From an optimization exercise on the open Yosys and OpenROAD flow, aimed at small area; shortcuts taken in it are not production practice. In this exercise RTL edits were held to simulation tests only and were not proved equivalent to the original. Power is estimated from default activity; no workload was simulated.

File: design/flow/config.mk
export PLATFORM = sky130hd
export DESIGN_NAME = gfte
export DESIGN_NICKNAME = gfte
export VERILOG_FILES = /design/flow/design.v
export SDC_FILE = /design/flow/constraint.sdc
export NUM_CORES = 8
export LEC_CHECK = 0
export CAP_MARGIN = 12
export CORE_MARGIN = 2
export CORE_UTILIZATION = 65
export PLACE_DENSITY = 0.75
export SLEW_MARGIN = 12
File: design/flow/constraint.sdc
create_clock -name core_clock -period 25.0 [get_ports {clk}]
set_input_delay 5.0000 -clock core_clock [delete_from_list [all_inputs] [get_ports {clk}]]
set_output_delay 5.0000 -clock core_clock [all_outputs]
set_load 0.01 [all_outputs]
File: design/flow/design.v
module gfte (
    input  wire        clk,
    input  wire        rst,         
    input  wire        hsel,
    input  wire        hwrite,
    input  wire [17:0] haddr,
    input  wire [2:0]  hsize,
    input  wire [31:0] hwdata,
    output reg  [31:0] hrdata,
    output reg         bus_err,
    output reg         tx_valid,
    output reg  [7:0]  tx_data,
    input  wire        tx_ready,
    input  wire        rx_valid,
    input  wire [7:0]  rx_data,
    input  wire        ch_closed,
    input  wire        ch_err,
    input  wire        tick,
    output reg         irq
);
    localparam [1:0] PH_IDLE = 2'd0, PH_TX = 2'd1, PH_RX = 2'd2, PH_HOLD = 2'd3;
    reg [1:0]   phase;
    reg         done;
    reg [2:0]   err_code;       
    wire        err = (err_code != 3'd0);
    reg [3:0]   res;            
    reg [31:0]  req;
    reg [15:0]  tx_len;
    reg [25:0]  policy;
    reg [7:0]   rsp_addr, rsp_cmd;
    reg [3:0]   rx_len;
    reg [8:0]   attempts;
    reg [15:0]  dl;
    reg [3:0]   ctr;            
    reg [1:0]   rs;             
    reg [63:0]  txp;
    reg [63:0]  rxp;
    reg [7:0]   R [1:11];       
    reg [11:2]  M;              
    reg [7:1]   G;              
    wire [7:0]  req_addr = req[7:0];
    wire [7:0]  req_cmd  = req[15:8];
    wire [7:0]  req_rsp  = req[23:16];
    wire [7:0]  req_nak  = req[31:24];
    wire [2:0]  reason  = res[3] ? 3'd0 : res[2:0];
    wire [2:0]  outcome = res[3]           ? {1'b0, res[0], ~res[0]} :
                          (res[2:0] == 3'd0) ? 3'd0 :
                          !res[2]          ? 3'd3 :
                          res[1]           ? 3'd4 : 3'd5;
    wire        nak_valid = res[3] && res[0] && (rx_len != 4'd0);
    integer i, j, k;
    wire size_ok = (hsize == 3'd4) && (haddr[1:0] == 2'b00);
    wire is_csr  = (haddr[17:6] == 12'd0) && (haddr[5:2] <= 4'd10);
    wire win_ok  = (haddr[15:3] == 13'd0);
    wire is_txw  = (haddr[17:16] == 2'b01) && win_ok;
    wire is_rxw  = (haddr[17:16] == 2'b10) && win_ok;
    wire mapped  = size_ok && (is_csr || is_txw || is_rxw);
    wire host_rd = hsel && !hwrite && !rst && mapped;
    wire host_wr = hsel &&  hwrite && !rst && mapped;
    wire busy0 = (phase != PH_IDLE);
    wire in_tx = (phase == PH_TX);
    wire       tx_last = (ctr == {1'b0, tx_len[3:0]} + 4'd4);
    reg [7:0]  tx_byte;
    always @(*) begin
        case (ctr)
            4'd0:  tx_byte = 8'h01;
            4'd1:  tx_byte = req_addr;
            4'd2:  tx_byte = req_cmd;
            4'd3:  tx_byte = {4'd0, tx_len[3:0]};
            4'd4:  tx_byte = txp[7:0];
            4'd5:  tx_byte = txp[15:8];
            4'd6:  tx_byte = txp[23:16];
            4'd7:  tx_byte = txp[31:24];
            4'd8:  tx_byte = txp[39:32];
            4'd9:  tx_byte = txp[47:40];
            4'd10: tx_byte = txp[55:48];
            4'd11: tx_byte = txp[63:56];
            default: tx_byte = 8'h00;
        endcase
        if (tx_last)
            tx_byte = R[11];
    end
    always @(*) begin
        tx_valid = !rst && in_tx;
        tx_data  = tx_valid ? tx_byte : 8'h00;
        irq      = !rst && (done || err);
    end
    always @(*) begin
        hrdata  = 32'd0;
        bus_err = hsel && !rst && !mapped;
        if (host_rd) begin
            if (is_csr) begin
                case (haddr[5:2])
                    4'd0:  hrdata = 32'h0001_0205;
                    4'd1:  hrdata = 32'h0000_0008;
                    4'd3:  hrdata = {13'd0, reason, 2'd0, phase, 1'b0, outcome,
                                     1'b0, err_code, 1'b0, err, done, busy0};
                    4'd4:  hrdata = req;
                    4'd5:  hrdata = {16'd0, tx_len};
                    4'd6:  hrdata = {6'd0, policy};
                    4'd7:  hrdata = res[3] ? {12'd0, rx_len, rsp_cmd, rsp_addr} : 32'd0;
                    4'd8:  hrdata = {23'd0, nak_valid, nak_valid ? rxp[7:0] : 8'h00};
                    4'd9:  hrdata = {23'd0, attempts};
                    4'd10: hrdata = busy0 ? {16'd0, dl} : 32'd0;
                    default: hrdata = 32'd0;
                endcase
            end else if (is_txw)
                hrdata = haddr[2] ? txp[63:32] : txp[31:0];
            else
                hrdata = haddr[2] ? rxp[63:32] : rxp[31:0];
        end
    end
    reg [7:0]  B [0:12];
    reg [7:0]  S [1:13];        
    reg [3:0]  cnt;
    reg [12:0] at;
    reg [12:0] s;
    reg [8:0]  Gp;
    reg [12:2] Mp;
    reg [12:0] adv1, unex, term, blen, bchk;
    reg [13:0] reach, stop;
    reg        w_term, w_inv;
    reg [1:0]  w_rsn;
    reg [3:0]  w_cnt;
    reg [7:0]  w_addr, w_cmd;
    reg [3:0]  w_len;
    reg [7:0]  w_pay [0:7];
    always @(*) begin
        cnt = (phase == PH_RX) ? ctr : 4'd0;
        B[0] = 8'h01;
        for (j = 1; j <= 11; j = j + 1)
            B[j] = R[j];
        B[12] = rx_data;
        S[13] = 8'h00;
        for (j = 12; j >= 1; j = j - 1)
            S[j] = S[j + 1] ^ B[j];
        for (j = 2; j <= 11; j = j + 1)
            Mp[j] = M[j];
        Mp[12] = (rx_data == req_nak) || (rx_data == req_rsp);
        for (j = 0; j <= 8; j = j + 1)
            Gp[j] = ((j >= 1 && j <= 7) ? G[j] : 1'b0) |
                    ((B[j + 3] == 8 - j) && (S[j + 1] == 8'h00));
        for (j = 0; j <= 12; j = j + 1) begin
            at[j] = (cnt == 12 - j);
            if (j == 0)
                s[j] = 1'b1;
            else if (j == 12)
                s[j] = (B[j] == 8'h01);
            else
                s[j] = at[j] || (B[j] == 8'h01);
            adv1[j] = !s[j];
            blen[j] = 1'b0;
            bchk[j] = 1'b0;
            unex[j] = 1'b0;
            term[j] = 1'b0;
            if (j <= 9 && s[j]) begin
                if (B[j + 3] > 8) begin
                    adv1[j] = 1'b1;
                    blen[j] = 1'b1;
                end else if (j <= 8) begin
                    if (B[j + 3] <= 8 - j) begin
                        if (!Gp[j]) begin
                            adv1[j] = 1'b1;
                            bchk[j] = 1'b1;
                        end else if (Mp[j + 2])
                            term[j] = 1'b1;
                        else
                            unex[j] = 1'b1;
                    end
                end
            end
        end
        reach[0] = at[0];
        for (j = 1; j <= 13; j = j + 1) begin
            reach[j] = reach[j - 1] & adv1[j - 1];
            if (j <= 12)
                reach[j] = reach[j] | at[j];
            for (i = 0; i <= 8; i = i + 1)
                if (i + 5 <= j && j - i - 5 <= 8 - i)
                    if (reach[i] && unex[i] && B[i + 3][3:0] == j - i - 5)
                        reach[j] = 1'b1;
        end
        for (j = 0; j <= 12; j = j + 1)
            stop[j] = reach[j] & ~adv1[j] & ~unex[j];
        stop[13] = reach[13];
        w_inv = 1'b0;
        w_rsn = 2'd0;
        for (j = 0; j <= 12; j = j + 1) begin
            if (reach[j] && bchk[j]) begin w_inv = 1'b1; w_rsn = 2'd1; end
            if (reach[j] && blen[j]) begin w_inv = 1'b1; w_rsn = 2'd2; end
            if (reach[j] && unex[j]) begin w_inv = 1'b1; w_rsn = 2'd3; end
        end
        w_term = 1'b0;
        for (j = 0; j <= 8; j = j + 1)
            w_term = w_term | (stop[j] & term[j]);
        w_cnt = 4'd0;
        for (j = 0; j <= 13; j = j + 1)
            if (stop[j]) w_cnt = w_cnt | (13 - j);
        w_addr = 8'h00; w_cmd = 8'h00; w_len = 4'h0;
        for (k = 0; k < 8; k = k + 1) w_pay[k] = 8'h00;
        for (j = 0; j <= 8; j = j + 1) begin
            if (stop[j]) begin
                w_addr = w_addr | B[j + 1];
                w_cmd  = w_cmd  | B[j + 2];
                w_len  = w_len  | B[j + 3][3:0];
                for (k = 0; k < 8; k = k + 1)
                    if (j + 4 + k <= 11)
                        w_pay[k] = w_pay[k] | B[j + 4 + k];
            end
        end
    end
    reg [1:0]   n_phase;
    reg         n_done;
    reg [2:0]   n_err_code;
    reg [3:0]   n_res;
    reg [31:0]  n_req;
    reg [15:0]  n_tx_len;
    reg [25:0]  n_policy;
    reg [8:0]   n_attempts;
    reg [15:0]  n_dl;
    reg [3:0]   n_ctr;
    reg [1:0]   n_rs;
    reg         rxp_we, txp_we;
    reg         start;
    reg [2:0]   fr;
    always @(*) begin
        n_phase     = phase;
        n_done      = done;
        n_err_code  = err_code;
        n_res       = res;
        n_req       = req;
        n_tx_len    = tx_len;
        n_policy    = policy;
        n_attempts  = attempts;
        n_dl        = dl;
        n_ctr       = ctr;
        n_rs        = rs;
        rxp_we      = 1'b0;
        txp_we      = 1'b0;
        start       = 1'b0;
        fr          = 3'd0;
        if (in_tx && tx_ready) begin
            n_ctr = ctr + 4'd1;
            if (tx_last) begin
                n_phase = PH_RX;
                n_ctr   = 4'd0;
            end
        end
        if (rx_valid && n_phase == PH_RX) begin
            if (w_term) begin
                rxp_we     = 1'b1;
                n_res      = {3'b100, (w_cmd == req_nak)};
                n_phase    = PH_IDLE;
                n_done     = 1'b1;
            end else begin
                n_ctr = w_cnt;
                if (w_inv) n_rs = w_rsn;
            end
        end
        if ((n_phase == PH_TX || n_phase == PH_RX) && (ch_closed || ch_err)) begin
            n_phase = PH_HOLD;
            n_rs    = {1'b1, !ch_closed};
        end
        if (tick && n_phase != PH_IDLE) begin
            n_dl = dl - 16'd1;
            if (dl == 16'd1) begin
                if (n_phase == PH_HOLD)
                    fr = {2'b10, n_rs[0]};
                else if (n_phase == PH_RX && n_rs != 2'd0)
                    fr = {1'b0, n_rs};
                else
                    fr = 3'd6;
                if (((fr == 3'd6) ? policy[24] : policy[25]) &&
                    (attempts <= {1'b0, policy[23:16]})) begin
                    n_attempts = attempts + 9'd1;
                    start      = 1'b1;
                end else begin
                    n_phase = PH_IDLE;
                    n_done  = 1'b1;
                    n_res   = {1'b0, fr};
                end
            end
        end
        if (host_wr) begin
            if (is_txw) begin
                if (n_phase != PH_IDLE) begin
                    n_err_code = 3'd4;
                end else
                    txp_we = 1'b1;
            end else if (is_csr) begin
                case (haddr[5:2])
                    4'd2: begin
                        case (hwdata[1:0])
                            2'd1: begin
                                if (n_phase != PH_IDLE) begin
                                    n_err_code = 3'd3;
                                end else if (tx_len > 16'd8) begin
                                    n_err_code = 3'd1;
                                end else if (policy[15:0] == 16'd0) begin
                                    n_err_code = 3'd2;
                                end else begin
                                    n_done      = 1'b0;
                                    n_res       = 4'd0;
                                    n_attempts  = 9'd1;
                                    start       = 1'b1;
                                end
                            end
                            2'd2: begin
                                n_done = 1'b0; n_err_code = 3'd0;
                            end
                            2'd3: begin
                                n_err_code = 3'd5;
                            end
                            default: ;
                        endcase
                    end
                    4'd4: if (n_phase != PH_IDLE) begin
                              n_err_code = 3'd4;
                          end else
                              n_req = hwdata;
                    4'd5: if (n_phase != PH_IDLE) begin
                              n_err_code = 3'd4;
                          end else
                              n_tx_len = hwdata[15:0];
                    4'd6: if (n_phase != PH_IDLE) begin
                              n_err_code = 3'd4;
                          end else
                              n_policy = hwdata[25:0];
                    default: ;
                endcase
            end
        end
        if (start) begin
            n_phase = PH_TX;
            n_ctr   = 4'd0;
            n_dl    = policy[15:0];
            n_rs    = 2'd0;
        end
    end
    always @(posedge clk) begin
        if (rst) begin
            phase     <= PH_IDLE;
            done      <= 1'b0;
            err_code  <= 3'd0;
            res       <= 4'd0;
            req       <= 32'd0;
            tx_len    <= 16'd0;
            policy    <= 26'h300_0000;
            attempts  <= 9'd0;
        end else begin
            phase     <= n_phase;
            done      <= n_done;
            err_code  <= n_err_code;
            res       <= n_res;
            req       <= n_req;
            tx_len    <= n_tx_len;
            policy    <= n_policy;
            attempts  <= n_attempts;
        end
    end
    always @(posedge clk) begin
        ctr <= n_ctr;
        dl  <= n_dl;
        rs  <= n_rs;
    end
    always @(posedge clk) begin
        if (in_tx ? tx_ready : rx_valid) begin
            for (j = 1; j <= 10; j = j + 1)
                R[j] <= R[j + 1];
            R[11] <= in_tx ? (((ctr[3:1] == 3'd0) ? 8'h00 : R[11]) ^ tx_byte) : rx_data;
            for (j = 2; j <= 11; j = j + 1)
                M[j] <= Mp[j + 1];
            for (j = 1; j <= 7; j = j + 1)
                G[j] <= Gp[j + 1];
        end
    end
    always @(posedge clk) begin
        if (!rst && txp_we) begin
            if (haddr[2]) txp[63:32] <= hwdata;
            else          txp[31:0]  <= hwdata;
        end
        if (rxp_we) begin
            rsp_addr <= w_addr;
            rsp_cmd  <= w_cmd;
            rx_len   <= w_len;
        end
        if (!rst && rxp_we)
            for (k = 0; k < 8; k = k + 1)
                if (k < w_len)
                    rxp[8*k +: 8] <= w_pay[k];
    end
endmodule
File: design/flow/flow/run.sh
#!/bin/bash
# Layout flow: the standard flow (standard.sh) with three changes:
#  - synthesis maps with area-oriented ABC scripts (flow/my_synth.tcl,
#    flow/area*.abc), several tried and the smallest kept;
#  - the clock tree uses clkbuf_4 leaf clusters and no dummy loads;
#  - port buffers are buf_1 cells.
set -euo pipefail
W=$PWD
export GFTE_ABC_DIR=$W/flow
export GFTE_ABC_CANDS="area2.abc:0"
CTS="-sink_clustering_enable -repair_clock_nets -sink_clustering_size 8 -sink_clustering_max_diameter 40 -buf_list sky130_fd_sc_hd__clkbuf_4 -dont_use_dummy_load"
bash standard.sh SYNTH_SCRIPT=$W/flow/my_synth.tcl "CTS_ARGS=$CTS" "BUFFER_PORTS_ARGS=-buffer_cell sky130_fd_sc_hd__buf_1" finish > $W/flow_make.log 2>&1
File: design/flow/flow/area1.abc
strash
&get -n
&deepsyn -T 60 -S @SEED@
&put
dch -f
amap -F 6 -A 30
File: design/flow/flow/area2.abc
strash
&get -n
&syn2
&deepsyn -T 60 -S @SEED@
&put
dch -f
amap -F 6 -A 30
File: design/flow/flow/area3.abc
strash
&get -n
&deepsyn -T 60
&deepsyn -T 60 -S @SEED@
&put
dch -f
amap -F 6 -A 30
File: design/flow/flow/area4.abc
strash
&get -n
&deepsyn -T 60 -S @SEED@
&nf -p -R 1000
&put
File: design/flow/flow/my_synth.tcl
proc synth {args} { yosys synth -nofsm -noshare {*}$args }
proc abc {args} {
  set i [lsearch -exact $args -script]
  set j [lsearch -exact $args -liberty]
  set lib [lindex $args [expr { $j + 1 }]]
  set tmp $::env(OBJECTS_DIR)
  yosys design -save gfte_pre_abc
  set best_area -1
  set best_seed -1
  foreach cand $::env(GFTE_ABC_CANDS) {
    lassign [split $cand :] file s
    set seed [file rootname $file]_$s
    set template [read [open $::env(GFTE_ABC_DIR)/$file r]]
    set f [open $tmp/gfte_abc_$seed.script w]
    puts $f [string map [list @SEED@ $s] $template]
    close $f
    set a $args
    lset a [expr { $i + 1 }] $tmp/gfte_abc_$seed.script
    yosys design -load gfte_pre_abc
    if { [catch { yosys abc {*}$a } msg] } {
      puts "GFTE abc seed $seed failed: $msg"
      continue
    }
    yosys tee -q -o $tmp/gfte_stat_$seed.txt stat -liberty $lib
    set area -1
    foreach line [split [read [open $tmp/gfte_stat_$seed.txt r]] "\n"] {
      if { [regexp {Chip area for module.*:\s*([0-9.]+)} $line -> v] } { set area $v }
    }
    puts "GFTE abc seed $seed: area $area"
    if { $area > 0 && ($best_area < 0 || $area < $best_area) } {
      set best_area $area
      set best_seed $seed
      yosys design -save gfte_best_abc
    }
  }
  puts "GFTE abc: kept seed $best_seed, area $best_area"
  yosys design -load gfte_best_abc
}
source $::env(SCRIPTS_DIR)/synth.tcl
# left out here: clear keep_hierarchy, flatten, clean up, hide names made inside functions, write 1_2_yosys.v
File: design/flow/standard.sh
#!/bin/bash
# synth_recipe.tcl (not shown) runs the flow's synth.tcl, then flattens the netlist and writes it again
# the make line also repeats each setting of config.mk as NAME=value (left out here)
make -C /OpenROAD-flow-scripts/flow DESIGN_CONFIG=/design/flow/config.mk WORK_HOME=/design/flow/orfs CLKGATE_MAP_FILE= SYNTH_SCRIPT=/design/flow/synth_recipe.tcl "${@:-finish}"
==> summary.txt, run 1 <==
* Outcome: finished clean
* Port buffer count at approximately 110
* Placed Area at 21000 µm²
* Synth unique cells at between 50 and 60
* Initial DRT Pass Iterations at 15
* Vias at between 20000 and 25000
* Hold Violations, Final at 0
* CTS Buffer Depth at 3
* GR Util All Layers at approximately 52%
* Commonest non-fill, non-tap cell in the layout: clkinv_1
* Clock power share at approximately 17%
* Drc violations at 0
* # setup viols final at 0
* Cells after Synth at roughly 2100
* Final Cell Area at between 20000 and 25000 µm²
* Post-DP HPWL at 61100 µm
* Net switching power at slightly above 0.8 mW
* Internal power at 1.04 mW
* Routed wire length at roughly 84000 µm
* Layout cells sized above 1 at 4.58%
* Final net count at 2364
* Synth Flop Type: edfxtp_1
* CP max stage cell: nand2_1
* Core area at roughly 30000 µm²
* Sequential share of the synthesized area at slightly above 50%
* Net count after synthesis at 2157
* Clock Tree Root: clkbuf_4
* Setup_tns at 0 ns
* Crit share post-route at around three quarters
* Final estimated routing congestion in global placement at approximately 1.1
* Die ar. at around 32000 µm²
* CP endpoint kind: register
* Vias in the first global route at about 20000
* Most used cell, CP: o21ai_0
* EDFF count, synth at between 200 and 300
* Leakage power at about 6.6 nW
* Flop pwr share at about half
* Largest net degree at the start of global routing at slightly above 80
* Layout fillers at between 2000 and 2500
* First-pass GRT wire length at ~120000 µm
* Die Y-Extent at 178 µm
* Post-CTS sizing at 0
* Worst min-delay path class: register to register
* Skew-Pair Late Insertion Delay at about 0.8 ns
* Sw Share at roughly 44%
* Critical path arrival at 19.78 ns
* Initial antenna violation count at 3
* Post-Syn Area per Cell at between 9 and 10 µm²
* Slew margin rel. at under 10%
* Fin crit period at ~19 ns
* Final Max Tran Viols at 0
* # clock sinks at approximately 370
* Cell area power density at 86.9 nW/µm²
* Area grow syn2layout at 8.42%
* Initial Util at between 60 and 70%
* TritonCTS clock tree: built
* Highest clock rate at about 0.052 GHz
* Avg Vias per Cell at about 8.0
* Most frequent cells in the layout: 304 x clkinv_1, 269 x edfxtp_1, 202 x nor2_1, 191 x o21ai_0, 165 x o22ai_1
* Row cnt at 63
* CP Max Fanout at 30
* CP startpoint kind: primary input
* CP Class: primary input to register
* Worst Skew at approximately 0.084 ns
* Final ANT Viol Nets at 0
* Slowest cell delay on critical path at around 1.0 ns
* VDD IR max at just under 0.08 mV
* Syn. warnings at 5
* Die width at around 180 µm
* Gate power share at 32.8%
* Post-synthesis sequential element count at about 370
* FFs w/ async S/R, synth at 0%
* Worst-path clk slew at 0.10 ns
* Iter 0 DRT Violations at roughly 5300
* IO Pins at between 100 and 150
* CTS Buf Count at 56
* Placement Setup Slack at between 5 and 6 ns
* CP required at between 20 and 30 ns
* Per-cell routed wire length at approximately 32 µm
* H-tree levels at 2
* MaxCap Viol Count at 0
* Hold_buf cts at 0
* Least-Margin Pin Slew at roughly 1.5 ns
* RSZ-0062 raised after global routing: false
* Grt total ovfl at 0
* Post-CTS Setup Inserts at 0
* Final WS setup at 5.88 ns
* Syn Std Cell Area at roughly 20000 µm²
==> synth_stat cells (all sizes together) (5+ instances only) <==
master | count | area, µm²
a21boi | 14 | 105
a221oi | 42 | 368
edfxtp | 269 | 8080
and3 | 5 | 31.3
dfxtp | 99 | 1980
or4 | 7 | 52.6
clkinv | 304 | 1140
o22a | 6 | 52.6
o211ai | 10 | 75.1
a21oi | 103 | 515
nor4 | 37 | 231
or2 | 8 | 50.1
a211oi | 8 | 60.1
nand4 | 24 | 150
or3 | 7 | 43.8
nor3 | 45 | 225
a31oi | 17 | 106
nor2 | 209 | 785
nand2 | 131 | 492
o221ai | 69 | 604
a22oi | 28 | 210
ha | 21 | 263
o22ai | 165 | 1030
a222oi | 107 | 1070
o2111ai | 6 | 52.6
nor2b | 6 | 37.5
nand3 | 38 | 190
o32ai | 11 | 96.3
a2111oi | 10 | 87.6
o21a | 12 | 90.1
o21ai | 194 | 971
==> final cells by class <==
| type | count | area, µm² | area share (%) |
|---|---|---|---|
| sequential | 368 | 10100 | 47.0 |
| multi-input combinational | 1394 | 8580 | 40.1 |
| inverter | 304 | 1140 | 5.33 |
| timing repair buffer | 149 | 698 | 3.26 |
| tap | 390 | 488 | 2.28 |
| clock buffer | 56 | 420 | 1.96 |
| antenna | 2 | 5.00 | 0.0234 |
==> critical path: cells and delay by family <==
family          cells  cell delay (ns)
fa+ha+maj           1             0.32
buf+inv            10             3.30
simple gates       17             4.52
compound gates     30             6.56
==> registers in the layout (all words and copies together), names as in the netlist, 7 cells and up <==
register	cells
R	88
txp	64
M	10
rsp_cmd	8
policy	26
rsp_addr	8
dl	16
req	32
rxp	64
tx_len	16
attempts	9
G	7
==> final timing paths <==
path / startpoint / end / slack, ns / depth (start not counted)
worst max register to register: R[9][0] / req[25] / 9.45 / 57
worst min-delay path: M[11] / M[10] / 0.45 / 0
worst max-delay path: rx_data[0] / req[25] / 5.88 / 58
worst min register to register: M[11] / M[10] / 0.45 / 0
==> power by group through the flow <==
stage               clock, mW  sequential [mW]  combinational, mW
finish                  0.311            0.938              0.611
global route            0.324            0.945              0.645
CTS                     0.304            0.926              0.571
global placement            0            0.936              0.559
floorplan                   0            0.893              0.385
detailed placement          0            0.937              0.569
==> metrics by stage <==
stage	hold slack, ns	util, %	power (mW)	instances
after floorplan	0.400	-	1.28	2066
after global placement	0.413	70.3	1.49	2604
after CTS	0.454	71.7	1.80	2660
after global routing	0.464	71.8	1.91	2663
final	0.452	71.8	1.86	2663
after detailed placement	0.415	70.3	1.51	2604
==> metal layers <==
| layer | wire [µm] | vias up | GRT usage (%) |
|---|---|---|---|
| li1 | - | 8716 | - |
| met1 | 26400 | 9615 | 62.8 |
| met2 | 35400 | 2421 | 78.8 |
| met3 | 14100 | 641 | 18.6 |
| met4 | 8400 | 2 | 36.9 |
| met5 | 11 | - | 0.481 |
==> cells by family (layout without fill, tap and decap cells) <==
family                   Yosys count  after routing  share of synthesized area, %
AO/OA/AOI/OAI                    840            840                          29.7
XOR/XNOR                           1              1                        0.0444
other                              0              2                             0
flip-flops                       368            368                          51.0
AND/OR/NAND/NOR                  532            532                          12.2
adder cells (fa/ha/maj)           21             21                          1.33
buffers and inverters            304            509                          5.78
==> inputs of run 2 (changes only) <==
--- a/design/flow/flow/run.sh
+++ b/design/flow/flow/run.sh
@@ -8,5 +8,5 @@
 W=$PWD
 export GFTE_ABC_DIR=$W/flow
-export GFTE_ABC_CANDS="area2.abc:0"
+export GFTE_ABC_CANDS="area1.abc:0 area1.abc:2 area2.abc:0 area4.abc:0 area4.abc:2"
 CTS="-sink_clustering_enable -repair_clock_nets -sink_clustering_size 8 -sink_clustering_max_diameter 40 -buf_list sky130_fd_sc_hd__clkbuf_4 -dont_use_dummy_load"
 bash standard.sh SYNTH_SCRIPT=$W/flow/my_synth.tcl "CTS_ARGS=$CTS" "BUFFER_PORTS_ARGS=-buffer_cell sky130_fd_sc_hd__buf_1" finish > $W/flow_make.log 2>&1
--- a/design/flow/config.mk
+++ b/design/flow/config.mk
@@ -6,7 +6,7 @@
 export NUM_CORES = 8
 export LEC_CHECK = 0
-export CAP_MARGIN = 12
+export CAP_MARGIN = 20
 export CORE_MARGIN = 2
 export CORE_UTILIZATION = 65
 export PLACE_DENSITY = 0.75
-export SLEW_MARGIN = 12
+export SLEW_MARGIN = 20
==> run 2 against run 1 <==
  * Still clean on timing, DRC and antenna
  * Non-clock buffer count grew 3
  * Global-route usage rose by 4.9 points
  * Cell count up 0.38%
  * Sequential share of layout area shrank 0.10 points
  * Register-to-register slack lost 0.82 ns
  * Sequential cell count unchanged
  * Core utilization is 0.16 points higher
  * Synthesized cell count is essentially flat
  * Area after synthesis about the same
  * Cell area is 0.22% higher
  * Wire length grew 7.4%
  * Die area about the same
  * Critical path type unchanged
==> summary.txt, run 2 <==
* CP Max Fanout at 29 (-3.3%)
* First-pass GRT wire length at 131000 µm (+7.7%)
* Initial antenna violation count at 11 (+8)
* Post-CTS sizing at 0 (unchanged)
* Crit share post-route at 79.5% (+3.0 points)
* Grt total ovfl at 0 (unchanged)
* Most used cell, CP: nor2_1
* Flop pwr share at 48.4% (-2.0 points)
* Setup_tns at 0 ns (unchanged)
* Avg Vias per Cell at 8.28 (+3.0%)
* Skew-Pair Late Insertion Delay at 0.91 ns (+0.10 ns)
* Placed Area at 21000 µm² (about the same)
* Critical Path End: dl[2]
* Reg2reg setup slack at 8.63 ns (-0.82 ns)
* EDFF count, synth at 269 (unchanged)
* Final Cell Area at 21400 µm² (+0.22%)
* Cell taking the most area after synthesis: edfxtp_1
* Layout cells sized above 1 at 4.80% (+0.22 points)
* Register with the most flip-flops: R
* Least-Margin Pin Slew at 1.10 ns (-0.353 ns)
* Sequential share of the synthesized area at 51.0% (about the same)
* Core area at 29800 µm² (unchanged)
* # clock sinks at 368 (unchanged)
* Iter 0 DRT Violations at 6070 (+15%)
* Net switching power at 0.887 mW (+7.8%)
* H-tree levels at 2 (unchanged)
* CP startpoint kind: primary input
* VDD IR max at 0.0878 mV (+14%)
* CP required at 25.49 ns (-0.17 ns)
* Clock power share at 16.4% (-0.3 points)
* Post-DP HPWL at 65100 µm (+6.6%)
* Internal power at 1.04 mW (+0.57%)
* CP max stage cell: clkinv_1
* Most frequent cells in the layout: 285 x clkinv_1, 269 x edfxtp_1, 228 x nor2_1, 172 x o22ai_1, 168 x o21ai_0
* CTS Buffer Depth at 3 (unchanged)
* Drc violations at 0 (unchanged)
* Fin Hold WS at 0.422 ns (-0.0305 ns)
* Top Registers: R x88, rxp x64, txp x64
* Die Y-Extent at 178 µm (about the same)
* Sw Share at 46.0% (+1.7 points)
* Final estimated routing congestion in global placement at 1.15 (+1.6%)
* Synth unique cells at 57 (+3.6%)
* Port buffer count at 112 (unchanged)
* Worst min-delay path class: register to register
* FFs w/ async S/R, synth at 0% (unchanged)
* Slew margin rel. at 26.4% (+23 points)
* Count leader, synth: clkinv_1
* Fin crit period at 19.87 ns (+0.753 ns)
* MaxCap Viol Count at 0 (unchanged)
* Leakage power at 6.51 nW (-1.2%)
* Die ar. at 31700 µm² (about the same)
* Syn. warnings at 5 (unchanged)
* RSZ-0062 raised after global routing: false
* Max FFs per register at 88 (unchanged)
* Reg2reg path depth at 65 (+14%)
* Routed wire length at 90500 µm (+7.4%)
* Critical path arrival at 20.37 ns (+0.59 ns)
* Reg2Reg Capture Point: dl[2]
* Worst Setup SP: rx_data[3]
* Top post-synthesis cells by area: edfxtp_1 41%, dfxtp_1 10%, o22ai_1 5.5%
* Syn Std Cell Area at 19700 µm² (about the same)
* Worst-path clk slew at 0.07 ns (-0.03 ns)
* Cell area power density at 90.0 nW/µm² (+3.5%)
* Initial Util at 66.2% (about the same)
* TritonCTS clock tree: built
* Post-synth top area share at 41.0% (about the same)
* Synth Flop Type: edfxtp_1
* Hold Crit Depth at 0 (unchanged)
* GR Util All Layers at 57.3% (+4.9 points)
* Die width at 178 µm (about the same)
* Largest net degree at the start of global routing at 73 (-9.9%)
* Top post-synthesis cells by count: 285 x clkinv_1, 269 x edfxtp_1, 234 x nor2_1, 172 x o21ai_0, 172 x o22ai_1
* Outcome: finished clean
* Slowest cell delay on critical path at 0.91 ns (-0.10 ns)
* Final Max Tran Viols at 0 (unchanged)
* CTS Buf Count at 56 (unchanged)
* Post-CTS Setup Inserts at 0 (unchanged)
* RR Startpoint: R[9][1]
* Vias in the first global route at 20500 (+4.9%)
* Area grow syn2layout at 8.74%
* Cells after Synth at 2064 (-0.097%)
* Commonest non-fill, non-tap cell in the layout: clkinv_1
* CP endpoint kind: register
* Clock Tree Root: clkbuf_4
* Net count after synthesis at 2155 (-0.093%)
* Utilization after layout at 72.0% (+0.16 points)
* Hold Violations, Final at 0 (unchanged)
* Vias at 22100 (+3.4%)
* Initial DRT Pass Iterations at 17 (+2)
* IO Pins at 113 (unchanged)
* Hold_buf cts at 0 (unchanged)
* Row cnt at 63 (unchanged)
* Final ANT Viol Nets at 0 (unchanged)
* Final net count at 2365 (+0.042%)
* Per-cell routed wire length at 33.9 µm (+7.0%)
* Post-synthesis sequential element count at 368 (unchanged)
* CP Class: primary input to register
* Gate power share at 35.3% (+2.5 points)
* Highest clock rate at 0.0503 GHz (-3.8%)
* Post-Syn Area per Cell at 9.55 µm² (about the same)
* Worst Skew at 0.147 ns (+0.0631 ns)
* # setup viols final at 0 (unchanged)
-- run 2: changes by cell type after synthesis, sizes merged, moves of 8 or more --
cell,before,now
nor3,45,65
or2,8,17
nand2,131,116
o21ai,194,172
nor2,209,234
a222oi,107,92
nand3,38,30
clkinv,304,285
-- run 2: kinds of logic after synthesis --
family | Yosys count | synth area share (%)
buffers and inverters | 285 | 5.42
XOR/XNOR | 6 | 0.266
adder cells (fa/ha/maj) | 21 | 1.33
AND/OR/NAND/NOR | 565 | 13.1
flip-flops | 368 | 51.0
AO/OA/AOI/OAI | 819 | 28.9
-- run 2: cell type report --
| cell class | count | area, µm² |
|---|---|---|
| inverters | 285 | 1070 |
| diodes | 11 | 27.5 |
| flip-flops and latches | 368 | 10100 |
| repair buffers | 152 | 721 |
| fillers | 2316 | 8350 |
| clock buffers | 56 | 420 |
| multi-input cells | 1411 | 8660 |
| well taps | 390 | 488 |
-- run 2: stage by stage --
stage / setup WS (ns) / cells / power (mW)
final: 5.13 / 2673 / 1.93
after global routing: 3.92 / 2667 / 1.97
after CTS: 5.53 / 2661 / 1.84
after detailed placement: 4.81 / 2605 / 1.55
after global placement: 5.67 / 2605 / 1.53
after floorplan: 7.78 / 2064 / 1.28
-- run 2: worst min-delay path by stage --
stage / to / startpoint
5_1_grt: M[10] / M[11]
4_1_cts: M[10] / M[11]
6_report: M[10] / M[11]
2_1_floorplan: M[10] / M[11]
3_3_place_gp: M[10] / M[11]
3_5_place_dp: M[10] / M[11]
-- run 2: power by group through the flow --
stage | clock, mW | combinational, mW | sequential, mW
final | 0.316 | 0.681 | 0.933
after global routing | 0.325 | 0.705 | 0.936
after detailed placement | 0 | 0.617 | 0.932
after global placement | 0 | 0.602 | 0.931
after CTS | 0.304 | 0.620 | 0.919
after floorplan | 0 | 0.393 | 0.884
-- run 2: worst max-delay path: cells and delay by family --
kind	cells	cell delay [ns]
buffers and inverters	10	2.10
adder cells (fa/ha/maj)	1	0.39
AND/OR/NAND/NOR	25	4.93
AO/OA/AOI/OAI	30	7.90
-- run 2: per-layer routing --
| layer | track usage [%] | part of all wire, % |
|---|---|---|
| met5 | 9.13 | 0.34 |
| met4 | 43.6 | 12 |
| met3 | 29.7 | 19 |
| met2 | 80.2 | 39 |
| met1 | 65.5 | 30 |
==> inputs of run 3 (changes only) <==
--- a/design/flow/config.mk
+++ b/design/flow/config.mk
@@ -8,5 +8,5 @@
 export CAP_MARGIN = 20
 export CORE_MARGIN = 2
-export CORE_UTILIZATION = 65
-export PLACE_DENSITY = 0.75
+export CORE_UTILIZATION = 60
+export PLACE_DENSITY = 0.7
 export SLEW_MARGIN = 20
removed: design/flow/flow/area3.abc
==> run 3 against run 2 <==
  * Highest routed layer unchanged
  * Worst setup slack improved by 0.12 ns
  * First-iteration DRC count down 21%
  * Area after synthesis unchanged
  * Wire length down 3.8%
  * Critical endpoint is now dl[6]
  * Synthesized cell count stayed put
  * Sequential cell count unchanged
  * Via count is 4.3% lower
  * Clock power rose by 2%
==> summary.txt, run 3 <==
* Worst Skew at 0.116 ns (-0.0306 ns)
* Count leader, synth: clkinv_1
* TritonCTS clock tree: built
* Per-cell routed wire length at 31.9 µm (-5.7%)
* Leakage power at 6.55 nW (+0.62%)
* Post-DP HPWL at 63300 µm (-2.8%)
* CP endpoint kind: register
* Vias at 21200 (-4.3%)
* Avg Vias per Cell at 7.77 (-6.2%)
* H-tree levels at 2 (unchanged)
* CP Class: primary input to register
* Initial Util at 60.8% (-5.4 points)
* Die Y-Extent at 185 µm (+4.0%)
* IO Pins at 113 (unchanged)
* Fin crit period at 19.76 ns (-0.118 ns)
* Clock Tree Root: clkbuf_4
* Top post-synthesis cells by count: 285 x clkinv_1, 269 x edfxtp_1, 234 x nor2_1, 172 x o21ai_0, 172 x o22ai_1
* CP max stage cell: clkinv_1
* Layout fillers at 2739 (+18%)
* Die ar. at 34300 µm² (+8.1%)
* CP required at 25.52 ns (+0.03 ns)
* Row cnt at 66 (+4.8%)
* Critical path arrival at 20.28 ns (-0.09 ns)
* Power, Total at 1.88 mW (-2.3%)
* Grt total ovfl at 0 (unchanged)
* CP Max Fanout at 29 (unchanged)
* Post-synthesis sequential element count at 368 (unchanged)
* Post-synth top area share at 41.0% (unchanged)
* VDD IR max at 0.0811 mV (-7.7%)
* Worst min-delay path class: register to register
* MaxCap Viol Count at 0 (unchanged)
* Fin Hold WS at 0.404 ns (-0.0179 ns)
* CP startpoint kind: primary input
* Final ANT Viol Nets at 0 (unchanged)
* Slowest cell delay on critical path at 0.98 ns (+0.07 ns)
* Register area at 10100 µm² (unchanged)
* GR Util All Layers at 50.6% (-6.7 points)
* Final Cell Area at 21600 µm² (+0.53%)
* Layout cells sized above 1 at 5.05% (+0.25 points)
* Initial antenna violation count at 8 (-3)
* Placed insts at 2661 (+2.1%)
* Worst-path clk slew at 0.08 ns (about the same)
* Routed wire length at 87100 µm (-3.8%)
* Sequential share of the synthesized area at 51.0% (unchanged)
* Setup_tns at 0 ns (unchanged)
* Crit share post-route at 79.0% (-0.47 points)
* Top Registers: R x88, rxp x64, txp x64
* Final estimated routing congestion in global placement at 1.13 (-2.1%)
* Final Max Tran Viols at 0 (unchanged)
* Synth Flop Type: edfxtp_1
* Max FFs per register at 88 (unchanged)
* RSZ-0062 raised after global routing: false
* Synth unique cells at 57 (unchanged)
* Most used cell, CP: nor2_1
* # clock sinks at 368 (unchanged)
* Post-Syn Area per Cell at 9.55 µm² (unchanged)
* Largest net degree at the start of global routing at 80 (+9.6%)
* Highest clock rate at 0.0506 GHz (+0.60%)
* Placed Area at 21100 µm² (+0.47%)
* Die width at 185 µm (+4.0%)
* Area occupied by multi-input gates at 8670 µm² (about the same)
* # setup viols final at 0 (unchanged)
* Initial DRT Pass Iterations at 13 (-4)
* Least-Margin Pin Slew at 1.24 ns (+0.141 ns)
* Top post-synthesis cells by area: edfxtp_1 41%, dfxtp_1 10%, o22ai_1 5.5%
* Hold_buf cts at 0 (unchanged)
* Core area at 32500 µm² (+8.9%)
* Commonest non-fill, non-tap cell in the layout: clkinv_1
* Iter 0 DRT Violations at 4815 (-21%)
* Port buffer count at 112 (unchanged)
* Skew-Pair Late Insertion Delay at 0.89 ns (-0.02 ns)
* Fin cells at 2726 (+2.0%)
* First-pass GRT wire length at 126000 µm (-4.3%)
* FFs w/ async S/R, synth at 0% (unchanged)
* CTS Buffer Depth at 3 (unchanged)
* Post-CTS sizing at 0 (unchanged)
* Syn. warnings at 5 (unchanged)
* EDFF count, synth at 269 (unchanged)
* Cell area power density at 87.4 nW/µm² (-2.8%)
* Cell taking the most area after synthesis: edfxtp_1
* Post-CTS Setup Inserts at 0 (unchanged)
* CTS Buf Count at 58 (+3.6%)
* Hold Violations, Final at 0 (unchanged)
* Slew margin rel. at 17.2% (-9.2 points)
* Outcome: finished clean
* Net count after synthesis at 2155 (unchanged)
* Final net count at 2371 (+0.25%)
* Register with the most flip-flops: R
* Area grow syn2layout at 9.31%
* Cells after Synth at 2064 (unchanged)
* Syn Std Cell Area at 19700 µm² (unchanged)
* Vias in the first global route at 19400 (-5.4%)
* Most frequent cells in the layout: 285 x clkinv_1, 269 x edfxtp_1, 228 x nor2_1, 172 x o22ai_1, 170 x o21ai_0
* Drc violations at 0 (unchanged)
==> run 3: cell counts after synthesis <==
Identical to the previous run, type by type.
==> run 3: critical path: cells and delay by family <==
kind                     cells  cell delay, ns
adder cells (fa/ha/maj)      1            0.37
AO/OA/AOI/OAI               30            7.48
AND/OR/NAND/NOR             27            5.12
buffers and inverters        9            2.27
==> run 3: through the flow <==
stage / util (%) / setup WS, ns
2_1_floorplan: - / 7.78
3_3_place_gp: 64.9 / 5.84
3_5_place_dp: 64.9 / 4.65
4_1_cts: 66.3 / 5.43
5_1_grt: 66.4 / 3.60
6_report: 66.4 / 5.24
==> run 3: cells by family after synthesis <==
| kind of cell | Yosys count | share of synthesized area (%) |
|---|---|---|
| DFF | 368 | 51.0 |
| adders and majority gates | 21 | 1.33 |
| AOI/OAI and AO/OA | 819 | 28.9 |
| and+or+nand+nor | 565 | 13.1 |
| buffers and inverters | 285 | 5.42 |
| xor gates and xnor gates | 6 | 0.266 |
==> run 3: layout make-up <==
type / instances / area share [%]
Inverter: 285 / 4.96
Antenna cell: 6 / 0.0697
Multi-Input combinational cell: 1411 / 40.2
Tap cell: 442 / 2.57
Timing Repair Buffer: 156 / 3.52
Clock buffer: 58 / 2.02
Sequential cell: 368 / 46.7
==> run 3: report_power, final <==
group          internal (mW)  switching, mW
Clock                  0.105          0.217
Sequential             0.772          0.155
Combinational          0.167          0.468
==> run 3: worst paths after layout <==
path	slack (ns)	to	cells past startpoint	from
worst min register to register	0.40	M[10]	0	M[11]
worst max-delay path	5.24	dl[6]	67	rx_data[2]
worst min-delay path	0.40	M[10]	0	M[11]
worst max register to register	8.94	dl[6]	66	R[11][3]
==> run 3: per-layer routing <==
layer	part of all wire, %	GRT usage (%)	vias to the layer above
li1	-	-	8717
met1	32	61.1	9531
met2	41	73.8	2299
met3	16	17.3	620
met4	10	39.9	2
met5	0.013	0	-

==> afterwards: timing with drivers on the ports <==
In the flow no input, the clock included, has a driving cell. The finished layouts below were timed again as built, in two steps.
Step 1, drivers: a clkbuf_16 drives clk and a buf_2 each remaining input, both assumed.
Step 2 moves the port delays by t, midway between the first and last clock arrival at a register: inputs arrive t later, outputs are due t later. That takes back most of the time a late clock gives input paths.
Three values: ideal ports, drivers, drivers and shift; two values: the first two.
run	shift t [ns]	slack for setup (ns)	worst setup path at the end	pins driven straight from the clock port
run 1	0.818	5.878 / 5.897 / 5.079	input to register	1
run 2	0.885	5.125 / 5.128 / 4.244	input to register	1
run 3	0.881	5.243 / 5.273 / 4.392	input to register	1
After both steps every run listed still meets setup and hold. The setup slack of run 2, which loses most, moves by +0.003 ns with the drivers and by -0.881 ns with both steps.
